Background: an optimization exercise with open tools, aiming at small area, a short achievable clock period and few clock cycles. Do not read the settings as production practice. Only simulation tests tie the RTL to the original design; equivalence was not proved. Power is estimated from default activity; no workload was simulated.

==> flow/config.mk <==
export PLATFORM = sky130hd
export DESIGN_NAME = slida_codec
export DESIGN_NICKNAME = slida_codec
export VERILOG_FILES = /design/flow/design.v
export SDC_FILE = /design/flow/constraint.sdc
export NUM_CORES = 4
export LEC_CHECK = 0
export CAP_MARGIN = 30
export CORE_MARGIN = 2
export CORE_UTILIZATION = 50
export CTS_CLUSTER_DIAMETER = 80
export CTS_CLUSTER_SIZE = 24
export PLACE_DENSITY = 0.62
export SLEW_MARGIN = 30
==> flow/constraint.sdc <==
create_clock -name core_clock -period 10.0 [get_ports {clk}]
set_input_delay 2.0000 -clock core_clock [delete_from_list [all_inputs] [get_ports {clk}]]
set_output_delay 2.0000 -clock core_clock [all_outputs]
set_load 0.01 [all_outputs]
==> flow/design.v <==
module slida_codec (
    input  wire        clk,
    input  wire        rst,
    input  wire        req_valid,
    output wire        req_ready,
    input  wire [31:0] req_word,
    output reg         resp_valid,
    output reg  [3:0]  resp_status,
    output reg  [7:0]  resp_r0,
    output reg  [7:0]  resp_r1,
    output reg  [7:0]  resp_r2,
    output reg  [8:0]  resp_r3
);
    localparam integer RX_CAP     = 80;
    localparam integer MAX_PACKET = 64;
    localparam integer MAX_DATA   = MAX_PACKET - 4;
    localparam [3:0] ST_OK      = 4'd0;
    localparam [3:0] ST_FULL    = 4'd1;
    localparam [3:0] ST_RANGE   = 4'd2;
    localparam [3:0] ST_ENC_LEN = 4'd3;
    localparam [3:0] ST_ENC_CMD = 4'd4;
    localparam [3:0] ST_ILLEGAL = 4'd5;
    localparam [2:0] CODE_EMPTY        = 3'd0;
    localparam [2:0] CODE_INCOMPLETE   = 3'd1;
    localparam [2:0] CODE_HELD_INVALID = 3'd2;
    localparam [2:0] CODE_VALID        = 3'd3;
    localparam [2:0] CODE_RESYNC       = 3'd4;
    localparam [7:0] START  = 8'hFF;
    localparam [7:0] ESCAPE = 8'hFD;
    localparam integer O_ENC_BYTE = 0;
    localparam integer O_DEC_BYTE = 1;
    localparam integer O_RX_WRITE = 2;
    localparam integer O_RX_PEND  = 3;
    localparam integer O_RX_PEEK  = 4;
    localparam integer O_RX_RDAT  = 5;
    localparam integer O_RX_ADV   = 6;
    localparam integer O_DECODE   = 7;
    localparam integer O_SCR_READ = 8;
    localparam integer O_TX_LOAD  = 9;
    localparam integer O_ENCODE   = 10;
    localparam integer O_TX_READ  = 11;
    localparam integer O_ILLEGAL  = 12;
    function [6:0] inc80;
        input [6:0] a;
        inc80 = (a == 7'd79) ? 7'd0 : a + 7'd1;
    endfunction
    function [5:0] inc40;
        input [5:0] a;
        inc40 = (a == 6'd39) ? 6'd0 : a + 6'd1;
    endfunction
    function [6:0] sub80;
        input [6:0] a;
        input [6:0] b;
        sub80 = (a >= b) ? a - b : a + 7'd80 - b;
    endfunction
    function is_esc;
        input [7:0] x;
        is_esc = (x == START) || (x == ESCAPE);
    endfunction
    function [12:0] op_decode;
        input [7:0] o;
        begin
            op_decode = 13'd0;
            case (o)
            8'h01: op_decode[O_ENC_BYTE] = 1'b1;
            8'h02: op_decode[O_DEC_BYTE] = 1'b1;
            8'h03: op_decode[O_RX_WRITE] = 1'b1;
            8'h04: op_decode[O_RX_PEND]  = 1'b1;
            8'h05: op_decode[O_RX_PEEK]  = 1'b1;
            8'h06: op_decode[O_RX_RDAT]  = 1'b1;
            8'h07: op_decode[O_RX_ADV]   = 1'b1;
            8'h08: op_decode[O_DECODE]   = 1'b1;
            8'h09: op_decode[O_SCR_READ] = 1'b1;
            8'h0A: op_decode[O_TX_LOAD]  = 1'b1;
            8'h0B: op_decode[O_ENCODE]   = 1'b1;
            8'h0C: op_decode[O_TX_READ]  = 1'b1;
            default: op_decode[O_ILLEGAL] = 1'b1;
            endcase
        end
    endfunction
    reg  [7:0] rxe     [0:RX_CAP/2-1];    
    reg  [7:0] rxo     [0:RX_CAP/2-1];    
    reg  [7:0] scratch [0:MAX_PACKET-1];
    reg  [7:0] txdata  [0:MAX_DATA-1];
    reg  [7:0] frame   [0:MAX_DATA-1];
    reg  [6:0] head, tail, pend;
    reg  [8:0] tx_len;
    reg  [7:0] f_cmd, f_len, f_c;
    reg  [6:0] f_end;                     
    reg        q0v, q1v;
    reg [31:0] q0, q1;
    reg [12:0] oh;
    assign req_ready = !q1v;
    wire accept = req_valid && !q1v;
    wire [7:0] qa = q0[15:8];
    wire [7:0] qb = q0[23:16];
    wire [7:0] qc = q0[31:24];
    reg  [5:0] sr_a;
    reg  [1:0] m_ph;        
    reg        m_rng;       
    reg  [6:0] m_idx;       
    reg        m_ecmd, m_elen, m_fast;
    reg  [7:0] m_c;         
    reg  [8:0] m_lenb;      
    reg  [6:0] pf_pos;      
    reg  [6:0] p_lag;       
    reg  [6:0] p_rem;       
    reg        pb_v;        
    reg  [7:0] pb;
    reg  [6:0] p_off;       
    reg        p_fs, p_esc, p_ovf;
    reg  [6:0] p_k;
    reg  [7:0] p_sum, p_cmd, p_len, p_b3;
    reg  [8:0] p_len3;      
    reg        p_cmd0;      
    reg        p_cpl;       
    reg  [6:0] p_rect;      
    reg  [6:0] p_roff;      
    reg  [6:0] p_d4pos;     
    reg        r_v;
    reg  [6:0] r_k;
    reg        r_ok;        
    reg        r_ovf, r_cmd0;
    reg  [7:0] r_cmd, r_len, r_b3;
    reg  [6:0] r_d4pos;
    reg  [6:0] r_epos;      
    reg  [6:0] r_eoff;      
    wire p_done = r_v || (p_rem == 7'd0);
    wire       k_fs    = r_v || p_fs;
    wire [6:0] k_k     = r_v ? r_k : p_k;
    wire [7:0] k_cmd   = r_v ? r_cmd : p_cmd;
    wire [7:0] k_len   = r_v ? r_len : p_len;
    wire [7:0] k_b3    = r_v ? r_b3 : p_b3;
    wire [6:0] k_d4pos = r_v ? r_d4pos : p_d4pos;
    reg        e_busy;
    reg        e_par;       
    reg  [5:0] e_ie;        
    reg  [5:0] e_io;        
    reg  [6:0] e_j;         
    reg  [6:0] e_k;         
    reg        sc_we;       
    reg  [5:0] sc_wi;
    reg  [7:0] sc_wd;
    wire [7:0] rx_b_e = rxe[e_ie];
    wire [7:0] rx_b_o = rxo[e_io];
    wire [7:0] e_b0   = e_par ? rx_b_o : rx_b_e;
    wire [7:0] e_b1   = e_par ? rx_b_e : rx_b_o;
    wire       e_pair = (e_b0 == ESCAPE);
    wire [7:0] e_raw  = e_pair ? e_b1 + 8'd1 : e_b0;
    reg        pvalid;      
    reg  [5:0] pm;
    reg  [7:0] psum;
    reg  [5:0] pesc;
    reg        copy_q;      
    reg        w_arm;       
    reg        w_busy;      
    reg  [7:0] w_rd;        
    reg        w_last;
    reg  [6:0] c_j;         
    reg  [5:0] c_fa;        
    reg        c_sec;       
    reg  [6:0] c_w;         
    reg  [7:0] c_cur;       
    reg        c_seek;      
    reg        c_back;      
    wire [7:0] fr_rd = frame[c_fa];
    wire       c_isesc = (c_j != 7'd0) && is_esc(c_cur);
    wire [7:0] c_wire  = !c_isesc ? c_cur : (c_sec ? c_cur - 8'd1 : ESCAPE);
    wire [7:0] c_next  = (c_j == 7'd0) ? f_cmd :
                         (c_j == 7'd1) ? f_len :
                         (c_j == f_end) ? f_c : fr_rd;
    reg        x_retire;
    reg  [3:0] x_st;
    reg  [7:0] x_r0, x_r1, x_r2;
    reg  [8:0] x_r3;
    reg  [1:0] x_ph;            
    reg        x_rxw;           
    reg        x_tail_we;       
    reg  [6:0] x_tail;
    reg  [6:0] x_pend;
    reg        x_forced;        
    reg        x_dec;           
    reg        x_txl;           
    reg        x_enc;           
    reg        x_wstart;        
    reg        x_cadv;          
    reg        x_crst;          
    reg        x_seek;          
    reg        x_eld;           
    wire       d_ok    = p_cpl && (p_sum == 8'd0);
    wire       d_cz    = d_ok && p_cmd0;
    wire       d_valid = d_ok && !p_cmd0;
    wire       d_full  = (pend == RX_CAP - 1);
    wire       en_fast = (qb == 8'd0) || (pvalid && (qb == {2'b00, pm}));
    wire [7:0] en_sum  = (qb == 8'd0) ? 8'd0 : psum;
    wire [5:0] en_escn = (qb == 8'd0) ? 6'd0 : pesc;
    wire [7:0] en_ns   = ~en_sum;
    wire [7:0] en_s1   = qc ^ ~qa ^ ~qb;
    wire [7:0] en_c1   = {(qc[6:0] & ~qa[6:0]) | (qc[6:0] & ~qb[6:0]) | (~qa[6:0] & ~qb[6:0]), 1'b0};
    wire [7:0] en_s2   = en_s1 ^ en_c1 ^ en_ns;
    wire [7:0] en_c2   = {(en_s1[6:0] & en_c1[6:0]) | (en_s1[6:0] & en_ns[6:0]) | (en_c1[6:0] & en_ns[6:0]), 1'b0};
    wire [7:0] en_c    = en_s2 + en_c2 + 8'd4;
    wire [8:0] tr_i = {qb[0], qa};
    wire [7:0] rdat = qa % RX_CAP;
    wire [7:0] pk_s = {1'b0, tail} + qa;
    wire [7:0] pk_i = (pk_s >= RX_CAP) ? pk_s - RX_CAP : pk_s;
    wire       sc_hit = sc_we && (sc_wi == qa[5:0]);
    reg        dec_rec;
    reg  [2:0] dec_code;
    reg  [7:0] dec_cmd, dec_len;
    always @(*) begin
        x_retire  = 1'b0;
        x_st      = ST_OK;
        x_r0      = 8'd0;
        x_r1      = 8'd0;
        x_r2      = 8'd0;
        x_r3      = 9'd0;
        x_ph      = 2'd0;
        x_rxw     = 1'b0;
        x_tail_we = 1'b0;
        x_tail    = head;
        x_pend    = 7'd0;
        x_forced  = 1'b0;
        x_dec     = 1'b0;
        x_txl     = 1'b0;
        x_enc     = 1'b0;
        x_wstart  = 1'b0;
        x_cadv    = 1'b0;
        x_crst    = 1'b0;
        x_seek    = 1'b0;
        x_eld     = 1'b0;
        dec_rec   = 1'b0;
        dec_code  = CODE_EMPTY;
        dec_cmd   = 8'd0;
        dec_len   = 8'd0;
        if (q0v) begin
            if (oh[O_ENC_BYTE]) begin
                x_retire = 1'b1;
                x_r0 = is_esc(qa) ? ESCAPE : qa;
                x_r1 = is_esc(qa) ? qa - 8'd1 : 8'h00;
                x_r3 = is_esc(qa) ? 9'd2 : 9'd1;
            end
            if (oh[O_DEC_BYTE]) begin
                x_retire = 1'b1;
                x_r0 = qb[0] ? qa + 8'd1 : (qa == ESCAPE ? 8'h00 : qa);
                x_r1 = {5'd0, qa == START, !qb[0] && (qa == ESCAPE),
                        qb[0] || (qa != ESCAPE)};
            end
            if (oh[O_RX_WRITE]) begin
                x_retire = 1'b1;
                if (d_full) begin
                    x_st  = ST_FULL;
                end else begin
                    x_rxw = 1'b1;
                    x_r3  = {2'b00, pend} + 9'd1;
                end
            end
            if (oh[O_RX_PEND]) begin
                x_retire = 1'b1;
                x_r0 = {1'b0, head};
                x_r1 = {1'b0, tail};
                x_r3 = {2'b00, pend};
            end
            if (oh[O_RX_PEEK] || oh[O_RX_RDAT]) begin
                if (m_ph == 2'd0) begin
                    x_ph = 2'd1;
                end else if (m_ph == 2'd1) begin
                    if (m_rng) begin
                        x_retire = 1'b1;
                        x_st     = ST_RANGE;
                    end else if (!e_busy) begin
                        x_eld = 1'b1;
                        x_ph  = 2'd2;
                    end else begin
                        x_ph  = 2'd1;
                    end
                end else begin
                    x_retire = 1'b1;
                    x_r0     = e_b0;
                end
            end
            if (oh[O_RX_ADV]) begin
                if (m_ph == 2'd2) begin
                    x_retire = 1'b1;
                    if (m_rng) begin
                        x_st = ST_RANGE;
                    end else begin
                        x_tail_we = 1'b1;
                        x_tail    = m_idx;
                        x_pend    = m_lenb[6:0];
                        x_r3      = {2'b00, m_lenb[6:0]};
                    end
                end else begin
                    x_ph = m_ph + 2'd1;
                end
            end
            if (oh[O_DECODE]) begin
                if (p_done && (!e_busy || !k_fs || k_k <= 7'd4 || k_k >= e_k)) begin
                    x_retire = 1'b1;
                    x_dec    = 1'b1;
                    if (!k_fs) begin
                        dec_code = CODE_EMPTY;
                        if (d_full) begin
                            x_tail_we = 1'b1;
                            x_tail    = head;
                            x_pend    = 7'd0;
                            dec_rec   = 1'b1;
                        end
                    end else if (r_v) begin
                        x_tail    = r_epos;
                        x_pend    = pend - r_eoff;
                        x_forced  = 1'b1;
                        dec_code  = (r_ok && !r_cmd0) ? CODE_VALID : CODE_RESYNC;
                        dec_cmd   = (r_k >= 7'd2) ? r_cmd : 8'h00;
                        dec_len   = (r_k >= 7'd3) ? r_len : 8'h00;
                    end else if (d_valid) begin
                        x_tail_we = 1'b1;
                        x_tail    = head;
                        x_pend    = 7'd0;
                        dec_code  = CODE_VALID;
                        dec_cmd   = p_cmd;
                        dec_len   = p_len;
                    end else begin
                        dec_code = p_cpl ? CODE_HELD_INVALID : CODE_INCOMPLETE;
                        if (d_full) begin
                            dec_rec   = 1'b1;
                            x_tail_we = 1'b1;
                            x_tail    = p_rect;
                            x_pend    = pend - p_roff;
                        end
                    end
                    x_r0 = dec_cmd;
                    x_r1 = dec_len;
                    x_r2 = r_v ? {2'b00, r_ok && r_cmd0, 1'b0, r_ovf, 1'b1, dec_code}
                               : {1'b0, d_cz, dec_rec, p_ovf, 1'b0, dec_code};
                    x_r3 = {2'b00, k_k};
                end
            end
            if (oh[O_SCR_READ]) begin
                if (qa >= MAX_PACKET) begin
                    x_retire = 1'b1;
                    x_st     = ST_RANGE;
                end else if (!e_busy || {1'b0, qa[5:0]} < e_j || {1'b0, qa[5:0]} >= e_k) begin
                    x_retire = 1'b1;
                    x_r0     = sc_hit ? sc_wd : scratch[sr_a];
                end
            end
            if (oh[O_TX_LOAD]) begin
                x_retire = 1'b1;
                if (qa >= MAX_DATA)
                    x_st = ST_RANGE;
                else
                    x_txl = 1'b1;
            end
            if (oh[O_ENCODE]) begin
                if (m_ph == 2'd0) begin
                    if (!w_arm && !w_busy)
                        x_ph = 2'd1;
                end else if (m_ecmd) begin
                    x_retire = 1'b1;
                    x_st     = ST_ENC_CMD;
                end else if (m_elen) begin
                    x_retire = 1'b1;
                    x_st     = ST_ENC_LEN;
                end else if (m_fast) begin
                    x_retire = 1'b1;
                    x_enc    = 1'b1;
                    x_r0     = m_c;
                    x_r1     = m_c - qc;
                    x_r3     = m_lenb + {8'd0, is_esc(m_c)};
                end else begin
                    x_wstart = 1'b1;
                end
            end
            if (oh[O_TX_READ]) begin
                if (tr_i >= tx_len) begin
                    x_retire = 1'b1;
                    x_st     = ST_RANGE;
                end else if (tr_i == {2'b00, c_w}) begin
                    x_retire = 1'b1;
                    x_r0     = c_wire;
                    x_cadv   = 1'b1;
                end else if (!c_seek) begin
                    x_seek = 1'b1;
                end else if (c_back) begin
                    x_crst = 1'b1;
                end else begin
                    x_cadv = 1'b1;
                end
            end
            if (oh[O_ILLEGAL]) begin
                x_retire = 1'b1;
                x_st     = ST_ILLEGAL;
            end
        end
    end
    integer i;
    always @(posedge clk) begin
        if (x_rxw && !head[0])
            rxe[head[6:1]] <= qa;
        if (x_rxw && head[0])
            rxo[head[6:1]] <= qa;
        if (copy_q)
            for (i = 0; i < MAX_DATA; i = i + 1)
                frame[i] <= txdata[i];
    end
    genvar g;
    generate
        for (g = 0; g < MAX_DATA; g = g + 1) begin : TXD
            always @(posedge clk)
                if (q0v && oh[O_TX_LOAD] && qa == g)
                    txdata[g] <= qb;
        end
        for (g = 0; g < MAX_PACKET; g = g + 1) begin : SCR
            always @(posedge clk) begin
                if (g == 0 && x_dec && k_fs)
                    scratch[g] <= START;
                else if (g == 1 && x_dec && k_k >= 7'd2)
                    scratch[g] <= k_cmd;
                else if (g == 2 && x_dec && k_k >= 7'd3)
                    scratch[g] <= k_len;
                else if (g == 3 && x_dec && k_k >= 7'd4)
                    scratch[g] <= k_b3;
                else if (g >= 4 && sc_we && sc_wi == g)
                    scratch[g] <= sc_wd;
            end
        end
    endgenerate
    wire x_fire = q0v && x_retire;
    wire       p_lag0  = (p_lag == 7'd0);
    wire       p_stall = r_v && p_fs && (pb == START);
    wire       p_hold  = pb_v && p_stall;
    wire       p_byp   = x_rxw && !p_hold && p_lag0;
    wire       p_fetch = !p_hold && !p_lag0;
    wire [7:0] px      = pb;
    wire [6:0] ppos    = (pf_pos == 7'd0) ? 7'd79 : pf_pos - 7'd1;    
    wire       pv      = pb_v && !p_stall;
    wire       p_has   = p_esc || (px != ESCAPE);
    wire [7:0] p_raw   = p_esc ? px + 8'd1 : px;
    wire       p_insum = (p_k <= 7'd3) || ({2'b00, p_k} <= p_len3);
    wire [8:0] p_sumc  = {p_sum, 1'b1} + {px, p_esc};    
    wire       p_keep  = pv && p_fs && (px != START) && p_has && (p_k < MAX_PACKET);
    always @(posedge clk) begin
        if (rst) begin
            q0v        <= 1'b0;
            q1v        <= 1'b0;
            resp_valid <= 1'b0;
            head       <= 7'd0;
            tail       <= 7'd0;
            pend       <= 7'd0;
            tx_len     <= 9'd0;
            pf_pos     <= 7'd0;
            p_lag      <= 7'd0;
            p_rem      <= 7'd0;
            pb_v       <= 1'b0;
            p_off      <= 7'd0;
            p_fs       <= 1'b0;
            r_v        <= 1'b0;
            p_esc      <= 1'b0;
            p_ovf      <= 1'b0;
            p_cpl      <= 1'b0;
            p_k        <= 7'd0;
            p_sum      <= 8'd0;
            e_busy     <= 1'b0;
            sc_we      <= 1'b0;
            pvalid     <= 1'b0;
            copy_q     <= 1'b0;
            w_arm      <= 1'b0;
            w_busy     <= 1'b0;
            c_j        <= 7'd0;
            c_fa       <= 6'd62;
            c_sec      <= 1'b0;
            c_w        <= 7'd0;
            c_cur      <= START;
            c_seek     <= 1'b0;
            m_ph       <= 2'd0;
        end else begin
            if (!q0v || x_fire) begin
                if (q1v) begin
                    q0  <= q1;
                    oh  <= op_decode(q1[7:0]);
                    q0v <= 1'b1;
                    q1v <= 1'b0;
                end else begin
                    q0  <= req_word;
                    oh  <= op_decode(req_word[7:0]);
                    q0v <= accept;
                end
            end else if (accept) begin
                q1v <= 1'b1;
            end
            if (!q1v)
                q1 <= req_word;
            if ((!q0v || x_fire) && (q1v ? q1[7:0] : req_word[7:0]) == 8'h09)
                sr_a <= q1v ? q1[13:8] : req_word[13:8];
            resp_valid  <= x_fire;
            resp_status <= x_st;
            resp_r0     <= x_r0;
            resp_r1     <= x_r1;
            resp_r2     <= x_r2;
            resp_r3     <= x_r3;
            m_ph <= x_ph;
            if (q0v && m_ph == 2'd0) begin
                m_rng  <= oh[O_RX_PEEK] && (qa >= {1'b0, pend});
                m_idx  <= oh[O_RX_PEEK] ? pk_i[6:0] : oh[O_RX_RDAT] ? rdat[6:0] : qa[6:0];
                m_ecmd <= (qa == 8'h00);
                m_elen <= (qb > MAX_DATA);
                m_fast <= en_fast;
                m_c    <= en_c;
                m_lenb <= oh[O_RX_ADV] ? {qa >= RX_CAP, 1'b0, sub80(qa[6:0], tail)} :
                          9'd4 + {1'b0, qb} + {3'b000, en_escn} +
                          {8'd0, is_esc(qa)} + {8'd0, is_esc(qb)};
            end
            if (q0v && m_ph == 2'd1 && oh[O_RX_ADV]) begin
                m_rng  <= m_lenb[8] || (m_lenb[6:0] > pend);
                m_lenb <= {2'b00, sub80(head, m_idx)};
            end
            if (x_rxw) begin
                head <= inc80(head);
                pend <= pend + 7'd1;
            end
            if (x_tail_we) begin
                tail <= x_tail;
                pend <= x_pend;
            end
            if (x_forced) begin
                tail <= x_tail;
                pend <= x_pend;
                r_v  <= 1'b0;
            end
            if (x_tail_we) begin
                r_v    <= 1'b0;
                pb_v   <= 1'b0;
                p_esc  <= 1'b0;
                p_ovf  <= 1'b0;
                p_cpl  <= 1'b0;
                pf_pos <= x_tail;
                p_lag  <= x_pend;
                p_rem  <= x_pend;
                p_off  <= 7'd0;
                p_fs   <= 1'b0;
                p_k    <= 7'd0;
                p_sum  <= 8'd0;
            end else begin
                if (p_byp || p_fetch)
                    pf_pos <= inc80(pf_pos);
                if (x_rxw && !(p_byp || p_fetch))
                    p_lag <= p_lag + 7'd1;
                else if (!x_rxw && (p_byp || p_fetch))
                    p_lag <= p_lag - 7'd1;
                pb_v <= p_fetch || p_byp || p_hold;
                if (p_fetch)
                    pb <= pf_pos[0] ? rxo[pf_pos[6:1]] : rxe[pf_pos[6:1]];
                else if (p_byp)
                    pb <= qa;
                if (x_rxw && !pv)
                    p_rem <= p_rem + 7'd1;
                else if (!x_rxw && pv)
                    p_rem <= p_rem - 7'd1;
                if (pv) begin
                    p_off <= p_off + 7'd1;
                    if (!p_fs) begin
                        if (px == START) begin
                            p_fs   <= 1'b1;
                            p_k    <= 7'd1;
                            p_esc  <= 1'b0;
                            p_sum  <= START;
                            p_rect <= (p_off == 7'd0) ? inc80(ppos) : ppos;
                            p_roff <= (p_off == 7'd0) ? 7'd1 : p_off;
                        end
                    end else if (px == START) begin
                        r_v     <= 1'b1;
                        r_k     <= p_k;
                        r_ok    <= p_cpl && (p_sum == 8'd0);
                        r_ovf   <= p_ovf;
                        r_cmd0  <= p_cmd0;
                        r_cmd   <= p_cmd;
                        r_len   <= p_len;
                        r_b3    <= p_b3;
                        r_d4pos <= p_d4pos;
                        r_epos  <= ppos;
                        r_eoff  <= p_off;
                        p_off   <= 7'd1;
                        p_k     <= 7'd1;
                        p_esc   <= 1'b0;
                        p_ovf   <= 1'b0;
                        p_cpl   <= 1'b0;
                        p_sum   <= START;
                        p_rect  <= inc80(ppos);
                        p_roff  <= 7'd1;
                    end else begin
                        p_esc <= !p_esc && (px == ESCAPE);
                        if (p_has && !p_keep)
                            p_ovf <= 1'b1;
                    end
                end
                if (p_keep) begin
                    p_k <= p_k + 7'd1;
                    if (p_k == 7'd1) begin
                        p_cmd  <= p_raw;
                        p_cmd0 <= (p_raw == 8'd0);
                    end
                    if (p_k == 7'd2) begin
                        p_len  <= p_raw;
                        p_len3 <= {1'b0, p_raw} + 9'd3;
                    end
                    if (p_k == 7'd3) begin
                        p_b3    <= p_raw;
                        p_d4pos <= inc80(ppos);
                    end
                    if (p_insum)
                        p_sum <= p_sumc[8:1];
                    if (p_k >= 7'd3 && {2'b00, p_k} == p_len3)
                        p_cpl <= 1'b1;
                end
            end
            if (x_dec && k_k > 7'd4) begin
                e_busy <= 1'b1;
                e_par  <= k_d4pos[0];
                e_io   <= k_d4pos[6:1];
                e_ie   <= k_d4pos[0] ? inc40(k_d4pos[6:1]) : k_d4pos[6:1];
                e_j    <= 7'd4;
                e_k    <= k_k;
                sc_we  <= 1'b0;
            end else if (x_eld) begin
                e_par  <= m_idx[0];
                e_io   <= m_idx[6:1];
                e_ie   <= m_idx[0] ? inc40(m_idx[6:1]) : m_idx[6:1];
                sc_we  <= 1'b0;
            end else if (e_busy) begin
                if (e_pair) begin
                    e_ie <= inc40(e_ie);
                    e_io <= inc40(e_io);
                end else begin
                    e_par <= !e_par;
                    if (e_par)
                        e_io <= inc40(e_io);
                    else
                        e_ie <= inc40(e_ie);
                end
                sc_we <= 1'b1;
                sc_wi <= e_j[5:0];
                sc_wd <= e_raw;
                e_j   <= e_j + 7'd1;
                if (e_j + 7'd1 == e_k)
                    e_busy <= 1'b0;
            end else begin
                sc_we <= 1'b0;
            end
            if (x_txl) begin
                if (qa == 8'd0) begin
                    pvalid <= 1'b1;
                    pm     <= 6'd1;
                    psum   <= qb;
                    pesc   <= {5'd0, is_esc(qb)};
                end else if (pvalid && qa[5:0] == pm) begin
                    pm   <= pm + 6'd1;
                    psum <= psum + qb;
                    pesc <= pesc + {5'd0, is_esc(qb)};
                end else if (qa[5:0] < pm) begin
                    pvalid <= 1'b0;
                end
            end
            copy_q <= x_enc || x_wstart;
            if (x_wstart) begin
                w_arm <= 1'b1;
            end else if (w_arm) begin
                w_arm  <= 1'b0;
                w_busy <= 1'b1;
                psum   <= 8'd0;
                pesc   <= 6'd0;
                w_rd   <= 8'd0;
                w_last <= 1'b0;
            end else if (w_busy) begin
                w_rd   <= fr_rd;
                w_last <= ({2'b00, c_fa} + 8'd1 == qb);
                psum   <= psum + w_rd;
                pesc   <= pesc + {5'd0, is_esc(w_rd)};
                if (w_last) begin
                    w_busy <= 1'b0;
                    pvalid <= 1'b1;
                    pm     <= qb[5:0];
                end
            end
            if (x_enc) begin
                f_cmd  <= qa;
                f_len  <= qb;
                f_c    <= m_c;
                f_end  <= qb[6:0] + 7'd2;
                tx_len <= m_lenb + {8'd0, is_esc(m_c)};
            end
            if (x_seek) begin
                c_seek <= 1'b1;
                c_back <= (tr_i < {2'b00, c_w});
            end else if (x_cadv || x_crst) begin
                c_seek <= 1'b0;
            end
            if (x_wstart) begin
                c_fa <= 6'd0;
            end else if (w_busy) begin
                c_fa <= c_fa + 6'd1;
            end else if (x_enc || x_crst) begin
                c_j   <= 7'd0;
                c_fa  <= 6'd62;
                c_sec <= 1'b0;
                c_w   <= 7'd0;
                c_cur <= START;
            end else if (x_cadv) begin
                c_w <= c_w + 7'd1;
                if (c_isesc && !c_sec) begin
                    c_sec <= 1'b1;
                end else begin
                    c_sec <= 1'b0;
                    c_j   <= c_j + 7'd1;
                    c_fa  <= c_fa + 6'd1;
                    c_cur <= c_next;
                end
            end
        end
    end
endmodule
==> flow/flow/run.sh <==
#!/bin/bash
set -euo pipefail
bash standard.sh SETUP_SLACK_MARGIN=6.5 finish > standard.log 2>&1
==> flow/standard.sh <==
#!/bin/bash
# synth_recipe.tcl (not shown) runs the flow's synth.tcl, then flattens the netlist and writes it again
# the make line also repeats each setting of config.mk as NAME=value (left out here)
make -C /OpenROAD-flow-scripts/flow DESIGN_CONFIG=/design/flow/config.mk WORK_HOME=/design/flow/orfs CLKGATE_MAP_FILE= SYNTH_SCRIPT=/design/flow/synth_recipe.tcl "${@:-finish}"
==> results of run 1 <==
==> timing repair <==
action | 4_1_cts | 5_1_grt
gates cloned | 60 | 12
gates resized for setup | 635 | 243
setup buffers | 226 | 123
setup endpoints to repair | 1600 | 385
pin swaps | 108 | 110
==> metal layers <==
layer	vias to the layer above	routed length, um	track usage, %
met2	5175	185000	52.8
met3	940	45000	6.36
met5	-	61	0
met1	39000	154000	47.5
met4	10	22800	15.1
li1	31700	-	-
==> metrics by stage <==
step	setup WS (ns)	hold slack (ns)
after floorplan	5.46	0.400
after global placement	4.86	0.400
after detailed placement	4.78	0.405
after CTS	6.16	0.413
after global routing	6.05	0.424
final	6.09	0.395
==> sequential cells by signal, summed over array words and instances, names as in the netlist, 9 cells and up, named ones only <==
register	count
frame	480
q1	32
p_len3	9
scratch	504
m_lenb	9
oh	13
rxe	320
resp_r3	9
tx_len	9
txdata	480
rxo	320
q0	24
==> placed cells by master, fill, tap and decap left out, types with 57 or more instances in the layout <==
master,netlist,final
nor2_2,0,116
nand4_1,175,175
a211oi_1,62,57
xnor2_1,153,150
buf_4,15,440
edfxtp_1,2461,2461
clkbuf_16,0,154
mux4_2,249,249
mux2_2,84,81
a22oi_1,345,332
buf_12,1,66
mux2i_1,311,298
a21oi_1,308,259
dfxtp_1,151,124
xor2_1,64,63
nor2_1,612,447
nand2_1,357,339
nand3_1,438,416
nor3_1,124,107
inv_1,242,218
o21ai_0,164,130
ha_1,216,194
==> final timing paths <==
path	from	endpoint	cells past startpoint
worst max-delay path	flip-flop	sc_wd[7]$_DFFE_PP_	14
worst min-delay path	txdata[47][5]$_DFFE_PP_	frame[47][5]$_DFFE_PP_	0
worst max register to register	flip-flop	sc_wd[7]$_DFFE_PP_	14
worst min register to register	txdata[47][5]$_DFFE_PP_	frame[47][5]$_DFFE_PP_	0
==> where the power goes <==
part           internal (uW)  total [uW]  switching [uW]
combinational           1290        2870            1580
clock                   2860        6580            3720
sequential             12000       12100             112
total                  16200       21600            5420
==> critical path, stage by stage, from the launching register on <==
cell and delay, ns:
dfxtp_4 0.36, buf_12 0.13, nor2b_4 0.13, buf_12 0.13, buf_4 0.14, a22o_1 0.19
a221oi_2 0.27, o22ai_2 0.20, or4_4 0.59, a32o_2 0.28, or4b_4 0.56, nor2_4 0.19
buf_6 0.12, a21oi_1 0.03, or3_1 0.30
==> logic make-up (layout without fill, tap and decap cells) <==
kind of cell | Yosys count | in the layout
flops | 2612 | 2612
simple gates | 2134 | 2139
compound gates | 1340 | 1341
buf+inv | 662 | 1199
mux | 647 | 647
fa+ha+maj | 253 | 253
xor+xnor | 217 | 217
other cells | 1 | 7
==> cell type report <==
class / count / area [um2]
antenna: 5 / 12.5
clock buffer: 171 / 3740
clock inverter: 57 / 737
fill: 17500 / 94700
inverter: 250 / 1010
multi-input combinational: 4599 / 37900
sequential: 2612 / 77000
tap: 3009 / 3760
timing repair buffer: 721 / 8430
==> Yosys cell counts, types with 18 or more instances <==
master and instances:
edfxtp_1 2461, xnor2_1 153, dfxtp_1 151, nor2_1 612, a21o_1 57, or4_1 20, a211oi_1 62, clkbuf_1 311
buf_1 50, a22o_1 26, fa_1 37, nor2b_1 55, a32o_1 21, a22oi_1 345, o22ai_1 31, ha_1 216
a31oi_1 48, and2_1 47, a32oi_1 27, o21a_1 18, inv_1 242, xor2_1 64, and3_1 50, a221oi_1 27
nand2b_1 54, nor3b_1 28, o21ai_0 164, o21bai_1 18, mux2_2 84, nand2_1 357, or3_1 19, nand4_1 175
nand3_1 438, o211ai_1 41, mux2i_1 311, nor4_1 71, a21oi_1 308, mux4_2 249, nor3_1 124
==> results.txt, run 1 <==
run status=no timing/DRC/antenna violations; H-tree levels=4; Die H=482 um; CTS tree=built; WP data required=10.59 ns; top fanout value on the critical path=5; via count=76.8k; synthesis-to-finish area growth=16.0%; initial antenna violation count=12; mux contribution to synthesized area=8.51%; Net count, final=8616; Tcrit/Tclk final=39.1%; most area-hungry cell type in the Yosys netlist=edfxtp_1; Post-Synth Simple-Gate Area=under 10%; relative slew slack=24.4%; gpl congestion=0.966; Rows=175; post-synthesis adder-cell area fraction=3.01%; synthesized flop and latch total=about 2.6k; antenna viol nets, final=0; sequential share of the synthesized area=67.3%; Total Routed Length=407 mm; IO Count=between 70 and 80; initial drt markers=12.3k; latest clock arrival within the worst-skew pair=0.88 ns; maximum vdd drop=roughly 250 uV; drt drc=0; Yosys top cell area share=approximately 65%; fraction of the mapped netlist area in compound gates=7.99%; placed instance count=10.8k; Clock Tree Buf Depth=3; clock-pin slew on the worst setup and hold paths=~0.1 ns; Synth Cell Area=114000 um2; Avg Vias per Cell=6.72; Critical Path Start Type=flip-flop; hpwl dp=248 mm; largest cells by area after synthesis=edfxtp_1 (65%), mux4_2 (4.9%), mux2i_1 (2.7%); fin cells=11.4k; Cells after Synth=7866; fin area=133000 um2; max-cap violation count=0; gr usage total=34.2%; number of buffers created by CTS=144; Root Buffer=clkbuf_16; # setup viols final=0; Async SR Flop Fraction=0%; CORE AREA=approximately 230000 um2; Clock Sink Count=2612; Worst Path Arrival=4.50 ns; die extent in x=482 um; Setup Skew=0.0509 ns; Hold WC Path Type=reg -> reg; Main synth FF type=edfxtp_1; largest family of logic cells by synthesized area=simple AND/OR/NAND/NOR gates; starting density of the core=50.3%; R2R Setup Slk=between 6 and 7 ns; Max Transition Viols Final=0; RSZ-0062 raised after global routing=yes; WL/cell=around 36 um; grt total ovfl=0; I/O Buffers=71; Layout Utilization=between 50 and 60%; layout cell share with drive strength beyond 1=21.6%; XOR/XNOR share of the synthesized area=between 1.5 and 2%; PwrDens=163 nW/um2; critical path class=reg -> reg; Leak=between 0.04 and 0.05 uW; worst slew pin tran=1.13 ns; Tmin final=3.91 ns; DR pass1 iterations=8; CTS Hold Buffers Added=0; Avg Inst Size Synth=14.5 um2; crit path capture type=flip-flop; final hold vios=0; Yosys cell types=94; TNS Setup=0 ns; first-pass GRT wire length=~560 mm; vias in the first global route=71.7k; DIE AREA=232000 um2; largest net degree at the start of global routing=150; Total Power=approximately 22000 uW; placed cell areas=approximately 120000 um2; Yosys warning total=4; Fmax=255 MHz; Post-synth EDFFs=2461
Testbench counts, summed over its fixed seeds: cycles 25,517.
==> run 2, diff against run 1 <==
--- a/flow/design.v
+++ b/flow/design.v
@@ -95,18 +95,19 @@
     wire [7:0] qa = q0[15:8];
     wire [7:0] qb = q0[23:16];
     wire [7:0] qc = q0[31:24];
-    reg  [5:0] sr_a;
     reg  [1:0] m_ph;        
     reg        m_rng;       
     reg  [6:0] m_idx;       
+    reg  [6:0] m_pn;        
     reg        m_ecmd, m_elen, m_fast;
-    reg  [7:0] m_c;         
+    reg  [7:0] m_c0, m_c;   
     reg  [8:0] m_lenb;      
     reg  [6:0] pf_pos;      
     reg  [6:0] p_lag;       
     reg  [6:0] p_rem;       
     reg        pb_v;        
     reg  [7:0] pb;
+    reg  [6:0] pb_pos;
     reg  [6:0] p_off;       
     reg        p_fs, p_esc, p_ovf;
     reg  [6:0] p_k;
@@ -154,6 +155,8 @@
     reg        copy_q;      
     reg        w_arm;       
     reg        w_busy;      
+    reg  [7:0] w_sum;
+    reg  [5:0] w_esc;
     reg  [7:0] w_rd;        
     reg        w_last;
     reg  [6:0] c_j;         
@@ -194,12 +197,7 @@
     wire       en_fast = (qb == 8'd0) || (pvalid && (qb == {2'b00, pm}));
     wire [7:0] en_sum  = (qb == 8'd0) ? 8'd0 : psum;
     wire [5:0] en_escn = (qb == 8'd0) ? 6'd0 : pesc;
-    wire [7:0] en_ns   = ~en_sum;
-    wire [7:0] en_s1   = qc ^ ~qa ^ ~qb;
-    wire [7:0] en_c1   = {(qc[6:0] & ~qa[6:0]) | (qc[6:0] & ~qb[6:0]) | (~qa[6:0] & ~qb[6:0]), 1'b0};
-    wire [7:0] en_s2   = en_s1 ^ en_c1 ^ en_ns;
-    wire [7:0] en_c2   = {(en_s1[6:0] & en_c1[6:0]) | (en_s1[6:0] & en_ns[6:0]) | (en_c1[6:0] & en_ns[6:0]), 1'b0};
-    wire [7:0] en_c    = en_s2 + en_c2 + 8'd4;
+    wire [7:0] en_c0   = 8'h01 - qa - qb - en_sum;
     wire [8:0] tr_i = {qb[0], qa};
     wire [7:0] rdat = qa % RX_CAP;
     wire [7:0] pk_s = {1'b0, tail} + qa;
@@ -280,18 +278,18 @@
                 end
             end
             if (oh[O_RX_ADV]) begin
-                if (m_ph == 2'd2) begin
+                if (m_ph != 2'd0) begin
                     x_retire = 1'b1;
                     if (m_rng) begin
                         x_st = ST_RANGE;
                     end else begin
                         x_tail_we = 1'b1;
                         x_tail    = m_idx;
-                        x_pend    = m_lenb[6:0];
-                        x_r3      = {2'b00, m_lenb[6:0]};
+                        x_pend    = m_pn;
+                        x_r3      = {2'b00, m_pn};
                     end
                 end else begin
-                    x_ph = m_ph + 2'd1;
+                    x_ph = 2'd1;
                 end
             end
             if (oh[O_DECODE]) begin
@@ -342,7 +340,7 @@
                     x_st     = ST_RANGE;
                 end else if (!e_busy || {1'b0, qa[5:0]} < e_j || {1'b0, qa[5:0]} >= e_k) begin
                     x_retire = 1'b1;
-                    x_r0     = sc_hit ? sc_wd : scratch[sr_a];
+                    x_r0     = sc_hit ? sc_wd : scratch[qa[5:0]];
                 end
             end
             if (oh[O_TX_LOAD]) begin
@@ -366,7 +364,7 @@
                     x_retire = 1'b1;
                     x_enc    = 1'b1;
                     x_r0     = m_c;
-                    x_r1     = m_c - qc;
+                    x_r1     = m_c0;
                     x_r3     = m_lenb + {8'd0, is_esc(m_c)};
                 end else begin
                     x_wstart = 1'b1;
@@ -427,14 +425,14 @@
         end
     endgenerate
     wire x_fire = q0v && x_retire;
-    wire       p_lag0  = (p_lag == 7'd0);
-    wire       p_stall = r_v && p_fs && (pb == START);
+    wire       p_byp   = x_rxw && !pb_v && (p_lag == 7'd0);
+    wire [7:0] px      = p_byp ? qa : pb;
+    wire [6:0] ppos    = p_byp ? head : pb_pos;
+    wire       p_stall = r_v && p_fs && (px == START);
+    wire       pv      = (p_byp || pb_v) && !p_stall;
     wire       p_hold  = pb_v && p_stall;
-    wire       p_byp   = x_rxw && !p_hold && p_lag0;
-    wire       p_fetch = !p_hold && !p_lag0;
-    wire [7:0] px      = pb;
-    wire [6:0] ppos    = (pf_pos == 7'd0) ? 7'd79 : pf_pos - 7'd1;    
-    wire       pv      = pb_v && !p_stall;
+    wire       p_fetch = !p_byp && !p_hold && (p_lag != 7'd0);
+    wire       p_efind = pv && p_fs && (px == START);
     wire       p_has   = p_esc || (px != ESCAPE);
     wire [7:0] p_raw   = p_esc ? px + 8'd1 : px;
     wire       p_insum = (p_k <= 7'd3) || ({2'b00, p_k} <= p_len3);
@@ -487,12 +485,9 @@
                     q0v <= accept;
                 end
             end else if (accept) begin
+                q1  <= req_word;
                 q1v <= 1'b1;
             end
-            if (!q1v)
-                q1 <= req_word;
-            if ((!q0v || x_fire) && (q1v ? q1[7:0] : req_word[7:0]) == 8'h09)
-                sr_a <= q1v ? q1[13:8] : req_word[13:8];
             resp_valid  <= x_fire;
             resp_status <= x_st;
             resp_r0     <= x_r0;
@@ -501,20 +496,19 @@
             resp_r3     <= x_r3;
             m_ph <= x_ph;
             if (q0v && m_ph == 2'd0) begin
-                m_rng  <= oh[O_RX_PEEK] && (qa >= {1'b0, pend});
+                m_rng  <= oh[O_RX_PEEK] ? (qa >= {1'b0, pend}) :
+                          oh[O_RX_ADV]  ? (qa >= RX_CAP || {1'b0, sub80(qa[6:0], tail)} > {1'b0, pend}) :
+                          1'b0;
                 m_idx  <= oh[O_RX_PEEK] ? pk_i[6:0] : oh[O_RX_RDAT] ? rdat[6:0] : qa[6:0];
+                m_pn   <= sub80(head, qa[6:0]);
                 m_ecmd <= (qa == 8'h00);
                 m_elen <= (qb > MAX_DATA);
                 m_fast <= en_fast;
-                m_c    <= en_c;
-                m_lenb <= oh[O_RX_ADV] ? {qa >= RX_CAP, 1'b0, sub80(qa[6:0], tail)} :
-                          9'd4 + {1'b0, qb} + {3'b000, en_escn} +
+                m_c0   <= en_c0;
+                m_c    <= en_c0 + qc;
+                m_lenb <= 9'd4 + {1'b0, qb} + {3'b000, en_escn} +
                           {8'd0, is_esc(qa)} + {8'd0, is_esc(qb)};
             end
-            if (q0v && m_ph == 2'd1 && oh[O_RX_ADV]) begin
-                m_rng  <= m_lenb[8] || (m_lenb[6:0] > pend);
-                m_lenb <= {2'b00, sub80(head, m_idx)};
-            end
             if (x_rxw) begin
                 head <= inc80(head);
                 pend <= pend + 7'd1;
@@ -548,11 +542,14 @@
                     p_lag <= p_lag + 7'd1;
                 else if (!x_rxw && (p_byp || p_fetch))
                     p_lag <= p_lag - 7'd1;
-                pb_v <= p_fetch || p_byp || p_hold;
-                if (p_fetch)
-                    pb <= pf_pos[0] ? rxo[pf_pos[6:1]] : rxe[pf_pos[6:1]];
-                else if (p_byp)
-                    pb <= qa;
+                pb_v <= p_fetch || p_hold || (p_byp && p_stall);
+                if (p_fetch) begin
+                    pb     <= pf_pos[0] ? rxo[pf_pos[6:1]] : rxe[pf_pos[6:1]];
+                    pb_pos <= pf_pos;
+                end else if (p_byp && p_stall) begin
+                    pb     <= qa;
+                    pb_pos <= head;
+                end
                 if (x_rxw && !pv)
                     p_rem <= p_rem + 7'd1;
                 else if (!x_rxw && pv)
@@ -667,19 +664,21 @@
             end else if (w_arm) begin
                 w_arm  <= 1'b0;
                 w_busy <= 1'b1;
-                psum   <= 8'd0;
-                pesc   <= 6'd0;
+                w_sum  <= 8'd0;
+                w_esc  <= 6'd0;
                 w_rd   <= 8'd0;
                 w_last <= 1'b0;
             end else if (w_busy) begin
                 w_rd   <= fr_rd;
                 w_last <= ({2'b00, c_fa} + 8'd1 == qb);
-                psum   <= psum + w_rd;
-                pesc   <= pesc + {5'd0, is_esc(w_rd)};
+                w_sum  <= w_sum + w_rd;
+                w_esc  <= w_esc + {5'd0, is_esc(w_rd)};
                 if (w_last) begin
                     w_busy <= 1'b0;
                     pvalid <= 1'b1;
                     pm     <= qb[5:0];
+                    psum   <= w_sum + w_rd;
+                    pesc   <= w_esc + {5'd0, is_esc(w_rd)};
                 end
             end
             if (x_enc) begin
==> flow/run.sh (new file) <==
#!/bin/bash
# synth_recipe.tcl (not shown) runs the flow's synth.tcl, then flattens the netlist and writes it again
# the make line also repeats each setting of config.mk as NAME=value (left out here)
make -C /OpenROAD-flow-scripts/flow DESIGN_CONFIG=/design/flow/config.mk WORK_HOME=/design/flow/orfs CLKGATE_MAP_FILE= SYNTH_SCRIPT=/design/flow/synth_recipe.tcl finish
--- a/flow/config.mk
+++ b/flow/config.mk
@@ -11,4 +11,5 @@
 export CTS_CLUSTER_DIAMETER = 80
 export CTS_CLUSTER_SIZE = 24
 export PLACE_DENSITY = 0.62
+export SETUP_SLACK_MARGIN = 5
 export SLEW_MARGIN = 30
removed: flow/flow/run.sh
removed: flow/standard.sh
==> run 2 against run 1 <==
Clock-buffer cell count down 12. Design area down 5.1%. Wire length decreased by 5.0%. Clock power up 3.5%. Largest power group unchanged. Core utilization fell by 3.6 points. Die area grew 1.0%. First-iteration DRC count fell by 8.0%. Critical path depth fell by 4. Sequential power about the same. Global-route usage fell by 1.9 points. Still clean. Highest routed layer unchanged. Synthesized cell count shrank 2.0%.
==> results.txt, run 2 <==
run status=no timing/DRC/antenna violations; Slowest-stage cell, CP=nor4_1; synthesis-to-finish area growth=8.93%; Tcrit/Tclk final=49.5%; gr usage total=32.3%; sequential share of the synthesized area=between 60 and 70%; RR Startpoint=q0[13]$_DFFE_PP_; drt drc=0; FF-to-FF path depth=10; Tmin final=4.95 ns; Post-Synth Simple-Gate Area=9.00%; Yosys warning total=4; XOR/XNOR share of the synthesized area=1.59%; Rows=176; worst path cell trace=buf_4, buf_6, nand3b_1, nor2_1, a221oi_1, nand3_1, nor4_1, nand4b_1, mux2i_1, a221oi_1; first-pass GRT wire length=538 mm; initial drt markers=approximately 11k; WP data required=10.57 ns; PwrDens=173 nW/um2; CTS Hold Buffers Added=0; largest family of logic cells by synthesized area=multiplexers; commonest non-fill, non-tap cell in the layout=edfxtp_1; critical path class=reg -> reg; Async SR Flop Fraction=0%; Hold WC Path Type=reg -> reg; Root Buffer=clkbuf_16; Max Transition Viols Final=0; Synth Cell Area=116000 um2; DIE AREA=roughly 230000 um2; Post-synth EDFFs=2491; Yosys cell types=111; maximum vdd drop=197 uV; placed cell areas=121000 um2; Avg Inst Size Synth=15.0 um2; max-cap violation count=0; worst slew pin tran=1.16 ns; Fmax=202 MHz; hold-critical path depth=0; Critical Path Most Common Cell=a221oi_1; largest net degree at the start of global routing=174; register with the most flip-flops=scratch; fin area=between 100000 and 150000 um2; WL/cell=35.6 um; IO Count=74; relative slew slack=20.2%; number of buffers created by CTS=147; Leak=0.0401 uW; initial antenna violation count=11; mux contribution to synthesized area=9.30%; grt total ovfl=0; max reg flops=504; largest cells by area after synthesis=edfxtp_1 (65%), mux4_2 (6.3%), dfxtp_1 (2.6%); CTS tree=built; I/O Buffers=71; final hold vios=0; worst stage delay on the critical path=about 0.84 ns; fraction of the mapped netlist area in compound gates=7.49%; Clock Tree Buf Depth=3; R2R Setup Slk=a little over 5 ns; worst setup path end=resp_r0[2]$_SDFFCE_PN0N_; top flop regs=scratch x504, frame x480, txdata x480; Worst Path Arrival=5.52 ns; vias in the first global route=~70k; most area-hungry cell type in the Yosys netlist=edfxtp_1; Fillers=18.4k; Total Power=around 22000 uW; latest clock arrival within the worst-skew pair=about 0.9 ns; DR pass1 iterations=6; hpwl dp=256 mm; CP startpoint=q0[13]$_DFFE_PP_; Die H=485 um; Avg Vias per Cell=just under 7; most common library cells after synthesis=edfxtp_1 (2491), nand3_1 (561), nor2_1 (511); synthesized flop and latch total=2642; RR Endpoint=resp_r0[2]$_SDFFCE_PN0N_; crit path capture type=flip-flop; Cells after Synth=7709; most common cell in the netlist=edfxtp_1; antenna viol nets, final=0; H-tree levels=4; Main synth FF type=edfxtp_1; RSZ-0062 raised after global routing=yes; Critical Path Start Type=flip-flop; clock-pin slew on the worst setup and hold paths=0.09 ns; starting density of the core=roughly half; post-synthesis adder-cell area fraction=about 2.8%; CORE AREA=230000 um2; # setup viols final=0; Setup Skew=0.0413 ns; most frequent cells in the layout=edfxtp_1 (2491), nand3_1 (561), nor2_1 (387); Yosys top cell area share=64.8%; layout cell share with drive strength beyond 1=14.7%; Total Routed Length=386 mm; TNS Setup=0 ns; Net count, final=between 8k and 9k; die extent in x=485 um; top fanout value on the critical path=71; via count=73.8k; gpl congestion=0.991; Clock Sink Count=between 2k and 3k
==> run 2: cell types whose count changed after synthesis, sizes merged, moves of 23 or more <==
cell    previous run  this run
nor2             613       512
a22oi            345       141
nand3            438       561
edfxtp          2461      2491
inv              243       220
mux2i            311       159
a32oi             27        57
mux4             251       349
nor3             124       100
o22ai             31        80
a21oi            308       243
==> run 2: layer usage <==
metal / GRT usage [%] / wire length (um)
met5: 0 / 46
met4: 13.7 / 19800
met3: 7.12 / 42400
met2: 49.4 / 175000
met1: 44.9 / 149000
==> run 2: how the worst min path moves through the flow <==
stage                             end               startpoint
2_1_floorplan   frame[0][0]$_DFFE_PP_   txdata[0][0]$_DFFE_PP_
3_3_place_gp   frame[15][3]$_DFFE_PP_  txdata[15][3]$_DFFE_PP_
3_5_place_dp   frame[11][7]$_DFFE_PP_  txdata[11][7]$_DFFE_PP_
4_1_cts        frame[43][4]$_DFFE_PP_  txdata[43][4]$_DFFE_PP_
5_1_grt        frame[43][4]$_DFFE_PP_  txdata[43][4]$_DFFE_PP_
6_report       frame[43][4]$_DFFE_PP_  txdata[43][4]$_DFFE_PP_
==> run 2: cell type report <==
class | instances | area (um2) | share of cell area [%]
Multi-Input combinational cell | 4398 | 35700 | 28.3
Antenna cell | 5 | 12.5 | 0.00994
Sequential cell | 2642 | 77900 | 61.9
Clock inverter | 64 | 863 | 0.686
Inverter | 225 | 856 | 0.680
Clock buffer | 159 | 3800 | 3.02
Timing Repair Buffer | 342 | 3000 | 2.38
Tap cell | 3026 | 3790 | 3.01
==> run 2: stage by stage <==
stage	hold WS [ns]	instances	utilization (%)	worst slack (ns)
4_1_cts	0.400	10800	54.6	5.00
3_3_place_gp	0.400	10600	52.4	4.58
6_report	0.396	10900	54.7	5.05
5_1_grt	0.414	10900	54.7	4.90
2_1_floorplan	0.400	7710	-	5.02
3_5_place_dp	0.405	10600	52.5	4.51
==> run 2: logic make-up after synthesis <==
kind of cell               count (synthesis)
DFF                                     2642
and+or+nand+nor                         2092
AOI/OAI and AO/OA                       1241
buffers and inverters                    670
muxes                                    615
adders and majority gates                241
xor gates and xnor gates                 207
other                                      1
==> run 2: timing repair <==
item	CTS	global route
hold endpoints to repair	0	0
resized for setup	11	17
setup buffers	1	10
setup endpoints to repair	46	142
pin swaps	1	2
==> run 2: critical path: cells and delay by family (launching register included) <==
kind                   cells  cell delay [ns]
AO/OA/AOI/OAI              2             0.74
buffers and inverters      2             0.89
flip-flops                 1             0.33
multiplexers               1             0.24
AND/OR/NAND/NOR            5             2.41
==> run 2: report_power, final <==
part,leakage (uW),internal (uW),total [uW],switching (uW)
clock network,0.00227,2940,6810,3870
logic,0.0140,1100,2590,1490
registers,0.0238,12200,12300,159
Testbench counts of run 2, summed over its fixed seeds: cycles 25,441.

==> separate check: timing with driven ports <==
Ports are ideal in the flow. The routed layouts listed here were re-timed in OpenROAD. Step 1, drivers: a clkbuf_16 drives clk and a buf_2 each remaining input, both assumed. Step 2 adds t to the input delays and takes it off the output delays; t is the mean of the earliest and latest rising clock arrival at the registers after step 1. Input paths then give back, and output paths get back, about the clock's delay inside the block. Slacks: no drivers / after step 1 / after step 2; pairs: no drivers / after step 1.
run	t (ns)	setup slack, ns	worst register clock-pin slew, ns	worst slew at a driven data input, ns
run 1	0.933	6.085 / 6.085 / 5.537	0.10 / 0.10	0.24
run 2	0.965	5.051 / 5.051 / 4.459	0.10 / 0.10	0.09
After both steps setup and hold are still met in every run listed. For run 2, which loses most, drivers alone change the setup slack by 0.000 ns; drivers and shift together by -0.592 ns.
